Source: an optimization exercise on an open RTL-to-GDS flow (aim: small area, a short achievable clock period and few clock cycles per item). Production flows keep margins and buffers that such runs may drop. The clock port is modelled as an ideal driver; clocking choices that lean on that would not hold on a real chip.

amber:
## grad_stream
module grad_stream (
    input  wire       clk,
    input  wire       rst,
    input  wire       in_valid,
    output wire       in_ready,
    input  wire       in_sof,
    input  wire [6:0] in_width,
    input  wire [1:0] in_preset,
    input  wire [7:0] in_pix,
    output reg        out_valid,
    input  wire       out_ready,
    output reg  [7:0] out_mag
);
For scale: ~2700 cells after synthesis, ~1200 flip-flops, about 32 I/O pins, ~44000 sq um of cells after synthesis.
==> flow/config.mk <==
export PLATFORM = sky130hd
export DESIGN_NAME = grad_stream
export DESIGN_NICKNAME = grad_stream
export VERILOG_FILES = /design/flow/design.v
export SDC_FILE = /design/flow/constraint.sdc
export NUM_CORES = 4
export LEC_CHECK = 0
export ABC_AREA = 1
export CAP_MARGIN = 20
export CORE_MARGIN = 2
export CORE_UTILIZATION = 65
export SLEW_MARGIN = 20
==> flow/constraint.sdc <==
create_clock -name core_clock -period 30.0 [get_ports {clk}]
set_input_delay 6.0000 -clock core_clock [delete_from_list [all_inputs] [get_ports {clk}]]
set_output_delay 6.0000 -clock core_clock [all_outputs]
set_load 0.01 [all_outputs]
standard.sh (not shown) runs the stock make flow with config.mk's settings and CLKGATE_MAP_FILE= SYNTH_SCRIPT=/design/flow/synth_recipe.tcl, a recipe that flattens the netlist after the stock synthesis.
==> flow/flow/run.sh <==
#!/bin/bash
# Layout: the standard flow (standard.sh, which runs the standard
# synthesis unchanged), with two changes to how the layout is made:
#  - the port buffers are sky130_fd_sc_hd__buf_2 (buffer_ports otherwise
#    picks a slow delay cell); every input and output port still gets one;
#  - clock tree synthesis clusters up to 30 sinks per leaf buffer, uses
#    clkbuf_8/clkbuf_16 and no dummy loads, which needs far fewer clock
#    buffers; the tree stays balanced (no skew is added on purpose).
# The clock, its period and the I/O constraints are the standard flow's, unchanged.
# standard.sh's output is kept in standard.log and the tools' own logs are
# copied to flow_logs/.
set -uo pipefail
export BUFFER_PORTS_ARGS="-buffer_cell sky130_fd_sc_hd__buf_2"
export CTS_ARGS="-sink_clustering_enable -repair_clock_nets -sink_clustering_size 30 -sink_clustering_max_diameter 120 -dont_use_dummy_load -buf_list {sky130_fd_sc_hd__clkbuf_8 sky130_fd_sc_hd__clkbuf_16}"
bash standard.sh > standard.log 2>&1
st=$?
cp -r orfs/logs flow_logs 2>/dev/null || true
exit $st
Here is what was changed in the inputs of indigo compared with amber.
--- a/flow/design.v
+++ b/flow/design.v
@@ -267,15 +267,15 @@
     wire sqw143 = sqw85 ^ sqw112 ^ sqw113;
     wire sqw144 = (sqw85 & sqw112) | (sqw85 & sqw113) | (sqw112 & sqw113);
     wire sqw145 = sqw86 ^ sqw114;
     wire sqw146 = sqw86 & sqw114;
     wire [16:0] sq_ra = {sqw146, sqw144, sqw142, sqw140, sqw138, sqw136, sqw134, sqw132, sqw130, sqw128, sqw126, sqw124, sqw122, sqw120, sqw118, sqw116, sqw87};
     wire [16:0] sq_rb = {1'b0, sqw145, sqw143, sqw141, sqw139, sqw137, sqw135, sqw133, sqw131, sqw129, sqw127, sqw125, sqw123, sqw121, sqw119, sqw117, sqw115};
     wire [16:0] sq_c = sq_ra + sq_rb;
-    localparam CUT = 2;
+    localparam CUT = 3;
     wire [8:0] rem_w  [0:8];
     wire [7:0] root_w [0:8];
     reg                  pv2, sat2;
     reg [CUT-1:0]        root2;
     reg [CUT:0]          rem2;
     reg [2*(8-CUT)-1:0]  low2;
     assign rem_w[0]  = 9'd0;
[summary]
indigo finished every step from synthesis to the final layout, and the layout passed the timing, design-rule and antenna checks. Setup WNS amber -> indigo: better. Per the comparison of indigo with amber, area growth from synthesis to final layout decreased 0.19 points; adder-cell share of the synthesized area essentially unchanged. Going from amber to indigo, design area was more or less identical, synthesized-area fraction occupied by and/or/nand/nor cells went up by 0.27 points, routed wire length went down by 1.6 mm, die width was more or less identical. For the non-filler instance count after layout, indigo came in about 0.46% lower than amber did. Fmax | indigo vs amber | indigo faster. Comparing amber and indigo, the higher met2 wire length is on amber.
No run of this note included a check of the RTL's function; only the layout flow was run.

==> static timing again, ports no longer ideal <==
No port has a modelled driver above. Below, the same layouts with a new extraction and two added sets of constraints. Step 1 assumes that a clkbuf_16 drives the clock port and a buf_2 every other input. Step 2 times the ports against the registers' clock, not the clock port: input delays grow and output delays shrink by t, the midpoint of the rising clock arrivals with the driver on. Slacks: no drivers / after step 1 / after step 2; pairs: no drivers / after step 1.
| run | shift t [ns] | setup WS [ns] | worst setup path after step 2 |
|---|---|---|---|
| amber | 0.658 | 21.536 / 21.536 / 21.536 | register to register |
| indigo | 0.651 | 22.827 / 22.827 / 22.690 | input to register |
After both steps every run listed still meets setup and hold. The setup slack of indigo, which loses most, moves by 0.000 ns with the drivers and by -0.137 ns with both steps.
